From an optimization exercise on the open Yosys and OpenROAD flow, aimed at small area; shortcuts taken in it are not production practice.
Only simulation tests tie the RTL to the original design; equivalence was not proved.
Power and IR drop assume default switching activity.

$ cat design/flow/constraint.sdc
create_clock -name core_clock -period 10.0 [get_ports {clk}]
set_input_delay 2.0000 -clock core_clock [delete_from_list [all_inputs] [get_ports {clk}]]
set_output_delay 2.0000 -clock core_clock [all_outputs]
set_load 0.01 [all_outputs]
$ cat design/flow/run.sh
#!/bin/bash
# synth_recipe.tcl (not shown) runs the flow's synth.tcl, then flattens the netlist and writes it again
# the make line also repeats each setting of config.mk as NAME=value (left out here)
make -C /OpenROAD-flow-scripts/flow DESIGN_CONFIG=/design/flow/config.mk WORK_HOME=/design/flow/orfs CLKGATE_MAP_FILE= SYNTH_SCRIPT=/design/flow/synth_recipe.tcl finish
$ cat design/flow/config.mk
export PLATFORM = sky130hd
export DESIGN_NAME = as5x47_core
export DESIGN_NICKNAME = as5x47_core
export VERILOG_FILES = /design/flow/design.v
export SDC_FILE = /design/flow/constraint.sdc
export NUM_CORES = 4
export LEC_CHECK = 0
export CAP_MARGIN = 20
export CORE_MARGIN = 2
export CORE_UTILIZATION = 40
export SLEW_MARGIN = 20
$ cat design/flow/design.v
module as5x47_parity (
    input  wire [15:0] frame,
    output wire        p
);
    assign p = ~(^frame[14:0]);
endmodule
module as5x47_field_codec (
    input  wire [15:0] a,         
    input  wire [15:0] b,         
    input  wire [9:0]  c,         
    output wire        legal,     
    output wire [15:0] get_val,   
    output wire [15:0] set_val    
);
    wire [3:0] off = c[3:0];
    wire [4:0] wid = c[8:4];
    wire       bw8 = c[9];
    wire [5:0] width = bw8 ? 6'd8 : 6'd16;
    wire [5:0] top   = {2'b00, off} + {1'b0, wid};
    assign legal = (wid != 5'd0) && (top <= width);
    wire [15:0] raw = bw8 ? {8'h00, a[7:0]} : a;
    wire [15:0] mask = (wid >= 5'd16) ? 16'hFFFF : ((16'h0001 << wid) - 16'h0001);
    assign get_val = (raw >> off) & mask;
    assign set_val = (raw & ~(mask << off)) | ((b & mask) << off);
endmodule
module as5x47_core (
    input  wire        clk,
    input  wire        rst,           
    input  wire        req_valid,
    output wire        req_ready,
    input  wire [3:0]  req_op,
    input  wire [15:0] req_a,
    input  wire [15:0] req_b,
    input  wire [9:0]  req_c,
    output reg         rsp_valid,
    output reg  [15:0] rsp_frame,
    output reg  [19:0] rsp_val,
    output reg         rsp_pe,
    output reg         rsp_ef,
    output reg  [1:0]  rsp_err,
    output wire        xfer_req,
    output wire [3:0]  xfer_cs,
    output wire [15:0] xfer_tx,
    input  wire        xfer_ack,
    input  wire [15:0] xfer_rx,
    output wire        bus_own
);
    localparam [3:0] CS_ID = 4'h5;
    localparam [3:0] OP_PAR_GEN = 4'h0;
    localparam [3:0] OP_PAR_CHK = 4'h1;
    localparam [3:0] OP_CMD_ENC = 4'h2;
    localparam [3:0] OP_DAT_ENC = 4'h3;
    localparam [3:0] OP_FRM_DEC = 4'h4;
    localparam [3:0] OP_FLD_GET = 4'h5;
    localparam [3:0] OP_FLD_SET = 4'h6;
    localparam [3:0] OP_ANG_SCL = 4'h7;
    localparam [3:0] OP_RD_REG  = 4'h8;
    localparam [3:0] OP_WR_REG  = 4'h9;
    localparam [1:0] ERR_OK        = 2'd0;
    localparam [1:0] ERR_RESERVED  = 2'd1;
    localparam [1:0] ERR_BAD_FIELD = 2'd2;
    localparam [2:0] S_IDLE = 3'd0;
    localparam [2:0] S_RD1  = 3'd1;
    localparam [2:0] S_RD2  = 3'd2;
    localparam [2:0] S_WR1  = 3'd3;
    localparam [2:0] S_WR2  = 3'd4;
    localparam [15:0] NOP_FRAME = 16'h4000;
    reg [2:0]  seq;
    reg [15:0] tx1;
    reg [15:0] tx2;
    assign req_ready = (seq == S_IDLE);
    assign bus_own   = (seq != S_IDLE);
    assign xfer_req  = (seq != S_IDLE);
    assign xfer_cs   = CS_ID;
    assign xfer_tx   = (seq == S_RD1 || seq == S_WR1) ? tx1 : tx2;
    wire accept   = req_valid && req_ready;
    wire xfer_end = xfer_req && xfer_ack;
    wire p_a;
    as5x47_parity u_par_a (.frame(req_a), .p(p_a));
    wire [15:0] cmd_lo = {1'b0, req_b[0], req_a[13:0]};
    wire        p_cmd;
    as5x47_parity u_par_cmd (.frame(cmd_lo), .p(p_cmd));
    wire [15:0] cmd_frame = {p_cmd, cmd_lo[14:0]};
    wire [15:0] dat_lo = {2'b00, req_a[13:0]};
    wire        p_dat;
    as5x47_parity u_par_dat (.frame(dat_lo), .p(p_dat));
    wire [15:0] dat_frame = {p_dat, dat_lo[14:0]};
    wire [15:0] rd_lo = {2'b01, req_a[13:0]};
    wire        p_rd;
    as5x47_parity u_par_rd (.frame(rd_lo), .p(p_rd));
    wire [15:0] rd_frame = {p_rd, rd_lo[14:0]};
    wire [15:0] wr_lo = {2'b00, req_a[13:0]};
    wire        p_wr;
    as5x47_parity u_par_wr (.frame(wr_lo), .p(p_wr));
    wire [15:0] wr_frame = {p_wr, wr_lo[14:0]};
    wire [15:0] wd_lo = {2'b00, req_b[13:0]};
    wire        p_wd;
    as5x47_parity u_par_wd (.frame(wd_lo), .p(p_wd));
    wire [15:0] wd_frame = {p_wd, wd_lo[14:0]};
    wire p_rx;
    as5x47_parity u_par_rx (.frame(xfer_rx), .p(p_rx));
    wire        fld_legal;
    wire [15:0] fld_get;
    wire [15:0] fld_set;
    as5x47_field_codec u_fld (
        .a(req_a), .b(req_b), .c(req_c),
        .legal(fld_legal), .get_val(fld_get), .set_val(fld_set)
    );
    wire [19:0] ang_val = req_a[13:0] * 20'd45;
    always @(posedge clk) begin
        if (rst) begin
            seq <= S_IDLE;
        end else begin
            case (seq)
                S_IDLE: if (accept) begin
                    if (req_op == OP_RD_REG)      seq <= S_RD1;
                    else if (req_op == OP_WR_REG) seq <= S_WR1;
                end
                S_RD1: if (xfer_end) seq <= S_RD2;
                S_RD2: if (xfer_end) seq <= S_IDLE;
                S_WR1: if (xfer_end) seq <= S_WR2;
                S_WR2: if (xfer_end) seq <= S_IDLE;
                default: seq <= S_IDLE;
            endcase
        end
    end
    always @(posedge clk) begin
        if (accept && req_op == OP_RD_REG) begin
            tx1 <= rd_frame;
            tx2 <= NOP_FRAME;
        end else if (accept && req_op == OP_WR_REG) begin
            tx1 <= wr_frame;
            tx2 <= wd_frame;
        end
    end
    always @(posedge clk) begin
        if (rst) begin
            rsp_valid <= 1'b0;
        end else begin
            rsp_valid <= (accept && req_op != OP_RD_REG && req_op != OP_WR_REG)
                      || ((seq == S_RD2 || seq == S_WR2) && xfer_end);
        end
    end
    always @(posedge clk) begin
        if (!rst) begin
            if (accept) begin
                case (req_op)
                    OP_PAR_GEN: begin
                        rsp_frame <= {p_a, req_a[14:0]};
                        rsp_val   <= {19'd0, p_a};
                        rsp_err   <= ERR_OK;
                    end
                    OP_PAR_CHK: begin
                        rsp_val   <= {19'd0, p_a};
                        rsp_pe    <= req_a[15] ^ p_a;
                        rsp_err   <= ERR_OK;
                    end
                    OP_CMD_ENC: begin
                        rsp_frame <= cmd_frame;
                        rsp_err   <= ERR_OK;
                    end
                    OP_DAT_ENC: begin
                        rsp_frame <= dat_frame;
                        rsp_err   <= ERR_OK;
                    end
                    OP_FRM_DEC: begin
                        rsp_frame <= req_a;
                        rsp_val   <= {6'd0, req_a[13:0]};
                        rsp_ef    <= req_a[14];
                        rsp_pe    <= req_a[15] ^ p_a;
                        rsp_err   <= ERR_OK;
                    end
                    OP_FLD_GET: begin
                        if (fld_legal) begin
                            rsp_val <= {4'd0, fld_get};
                            rsp_err <= ERR_OK;
                        end else begin
                            rsp_err <= ERR_BAD_FIELD;
                        end
                    end
                    OP_FLD_SET: begin
                        if (fld_legal) begin
                            rsp_frame <= fld_set;
                            rsp_err   <= ERR_OK;
                        end else begin
                            rsp_err   <= ERR_BAD_FIELD;
                        end
                    end
                    OP_ANG_SCL: begin
                        rsp_val <= ang_val;
                        rsp_err <= ERR_OK;
                    end
                    OP_RD_REG, OP_WR_REG: begin
                    end
                    default: begin
                        rsp_err <= ERR_RESERVED;
                    end
                endcase
            end else if (seq == S_RD2 && xfer_end) begin
                rsp_frame <= xfer_rx;
                rsp_val   <= {6'd0, xfer_rx[13:0]};
                rsp_ef    <= xfer_rx[14];
                rsp_pe    <= xfer_rx[15] ^ p_rx;
                rsp_err   <= ERR_OK;
            end else if (seq == S_WR2 && xfer_end) begin
                rsp_err   <= ERR_OK;
            end
        end
    end
endmodule
==> summary.txt <==
flip-flops by register name (all words and copies together) (netlist names):
register	cells
rsp_frame	16
rsp_ef	1
rsp_pe	1
tx1	15
rsp_valid	1
rsp_err	2
seq	3
rsp_val	20
tx2	16
per-stage QoR:
step / cells / setup WS [ns]
after floorplan: 936 / 4.18
after global placement: 1278 / 3.52
after detailed placement: 1279 / 3.40
after CTS: 1295 / 3.77
after global routing: 1295 / 3.37
final: 1295 / 3.72
worst paths after layout:
| path | start | end | slack, ns |
|---|---|---|---|
| max | req_a[4] | rsp_val[18] | 3.72 |
| min | tx2[9] | tx2[9] | 0.47 |
| max reg2reg | seq[0] | tx1[6] | 7.06 |
| min reg2reg | tx2[9] | tx2[9] | 0.47 |
where the power goes:
group,total [mW],switching (mW),internal (mW)
Clock,0.345,0.127,0.218
Sequential,0.370,0.00998,0.360
Combinational,0.617,0.344,0.273
Total,1.33,0.481,0.851
logic make-up (layout without fill, tap and decap cells):
family / Yosys count / after routing / share of synthesized area, %
AOI/OAI and AO/OA: 291 / 291 / 24.8
and+or+nand+nor: 269 / 269 / 16.6
buffers and inverters: 115 / 204 / 6.46
DFF: 75 / 75 / 25.3
adders and majority gates: 67 / 67 / 12.5
xor gates and xnor gates: 64 / 64 / 7.10
muxes: 51 / 51 / 7.17
other: 2 / 4 / 0.0927
critical path, cell delays in order:
cell	delay, ns
clkdlybuf4s50_1	0.79
ha_1	0.37
ha_1	0.28
inv_1	0.05
fa_1	0.54
inv_1	0.05
ha_1	0.22
fa_1	0.44
a211oi_1	0.27
o21ai_0	0.16
a31oi_1	0.23
o21ai_0	0.14
o41ai_1	0.39
o21ai_0	0.20
xnor2_1	0.16
nor2_1	0.05
placed cells by master (no fill, tap or decap), types with 9 or more instances in the layout:
master | synthesis | layout
a21oi_1 | 58 | 57
fa_1 | 23 | 23
and2_1 | 15 | 15
a31oi_1 | 20 | 20
o21a_1 | 10 | 10
clkdlybuf4s50_1 | 0 | 123
edfxtp_1 | 55 | 55
xnor2_1 | 45 | 45
xor2_1 | 17 | 17
a22o_1 | 15 | 15
a21o_1 | 9 | 9
and3_1 | 10 | 10
clkbuf_16 | 0 | 9
inv_1 | 41 | 41
nor2_1 | 73 | 73
buf_4 | 10 | 19
o21ai_0 | 60 | 60
nand3_1 | 20 | 20
dfxtp_1 | 20 | 20
mux2_2 | 22 | 22
mux2i_1 | 25 | 25
ha_1 | 44 | 44
nor3_1 | 18 | 18
nand2_1 | 67 | 67
a221oi_1 | 10 | 10
a211oi_1 | 15 | 15
nor2b_1 | 16 | 16
nand2b_1 | 14 | 14
metal layers:
| metal | vias up | track usage, % |
|---|---|---|
| met2 | 321 | 43.0 |
| met4 | 0 | 12.4 |
| met5 | - | 0 |
| met1 | 3681 | 37.1 |
| li1 | 3617 | - |
| met3 | 74 | 3.59 |
final cells by class:
class / count / area (µm²)
Fill cell: 1991 / 10200
Multi-Input combinational cell: 746 / 5550
Sequential cell: 75 / 2050
Timing Repair Buffer: 144 / 1380
Tap cell: 270 / 338
Clock buffer: 11 / 233
Inverter: 44 / 165
Clock inverter: 5 / 77.6
==> summary.txt <==
* Status: complete, no violations
* Final WL at 29300 µm
* DIE WIDTH at 146 µm
* Relative slew slack at 30.4%
* Synth cell types at 89
* Startpoint types: input port
* ANT cells at 0
* DP HPWL at 22700 µm
* Synth Area per Inst at 8.67 µm²
* Post-CTS Setup Bufs at 0
* Fmax at 159 MHz
* Synthesis-to-finish area growth at 20.9%
* Crit-path max FO at 9
* Top-count cell post-synth: nor2_1
* Fin crit period at 6.28 ns
* Syn Std Cell Area at 8100 µm²
* Peak VDD IR at 78.2 µV
* Total CTS buffers at 9
* Prevailing post-synth register cell: edfxtp_1
* Die Ht at 146 µm
* H-tree levels at 3
* P_leak at 3.72 nW
* TritonCTS clock tree: built
* DR top layer: met4
* Global-route wire length before repair at 44900 µm
* Worst Clk Skew at 0.00636 ns
* Final hold vios at 0
* Vias per std cell at 5.94
* Worst-margin pin slew at 1.02 ns
* Number of routed nets with antenna violations at 0
* Top-area cell type share of the netlist area at 20.4%
* Top post-synthesis cells by area: edfxtp_1 (20%), ha_1 (6.8%), fa_1 (5.7%), dfxtp_1 (4.9%), xnor2_1 (4.9%)
* Clock sinks at 75
* Drt first pass iters at 6
* Met2 wire len at 13400 µm
* Final total power at 1.33 mW
* Total gr overflow at 0
* Arrival time at the worst endpoint at 6.36 ns
* Cells after synthesis at 934
* Io pins at 130
* Routed wl met3 at 1780 µm
* Setup CP Type: in -> reg
* Largest net degree at the start of global routing at 71
* Post-synth ARST share at 0%
* R2R cell count at 7
* Flops & latches, synth at 75
* Vias in the first global route at 7498
* Fin crit share at 62.8%
* # port buffers at 125
* # DRC at 0
* Setup TNS at 0 ns
* Routed vias at 7693
* Post-Route M1 WL at 12700 µm
* CTS Hold Bufs at 0
* GRT Util Overall at 27.2%
* Hold Path Class: reg -> reg
* Fin. max-slew vios at 0
* WP data required at 10.08 ns
* Initial antenna violation count at 0
* Share of the core filled with cells at 48.9%
* Synth warnings at 1
* Cell area after layout at 9790 µm²
* Avg WL per Cell at 22.6 µm
* NumNets Final at 1153
* Worst-skew pair later-pin latency at 0.33 ns
* Clock Path Buffers at 2
* Initial Util at 40.4%
* # setup viols final at 0
* Cell Rows at 52
* EDFF count, synth at 55
* Core Area at 20000 µm²
* Clock Root Buffer: clkbuf_16
* Hold Path Stages at 1
* Commonest cells post-synth: nor2_1 (73), nand2_1 (67), o21ai_0 (60)
* Clock-pin slew on the worst setup and hold paths at 0.06 ns
* Largest area contributor in the netlist: edfxtp_1
* Gpl congestion at 1.02
* Layout cell share with drive strength beyond 1 at 9.07%
* Critical Path End Type: register
* Post-DP Area at 9480 µm²
* Full die area at 21400 µm²
* Fin Hold WS at 0.471 ns
* Sequential fraction of the synthesis area at 25.3%
* Maxcap violations at 0
* Number of cells upsized or downsized after cts at 0
* RSZ-0062 raised after global routing: no
* Number of DRC violations after detailed-routing iteration 0 at 691
* Pwr dens at 136 nW/µm²

==> static timing again, ports no longer ideal <==
In the flow no input, the clock included, has a driving cell. The finished layout below was timed again as built, in two steps. Step 1, drivers: a clkbuf_16 drives clk and a buf_2 each remaining input, both assumed. Step 2, shift: input delay + t, output delay - t, t = (earliest + latest rising clock arrival at the registers) / 2. This alone moves slack from input paths to output paths. Three values: ideal, step 1, step 2; two values: the first two.
t, ns: 0.371
setup slack, ns: 3.722 / 3.739 / 3.368
hold slack, ns: 0.471 / 0.471 / 0.471
worst register clock-pin slew, ns: 0.06 / 0.06
After both steps this run still meets setup and hold. The setup slack of this run moves by +0.017 ns with the drivers and by -0.354 ns with both steps.
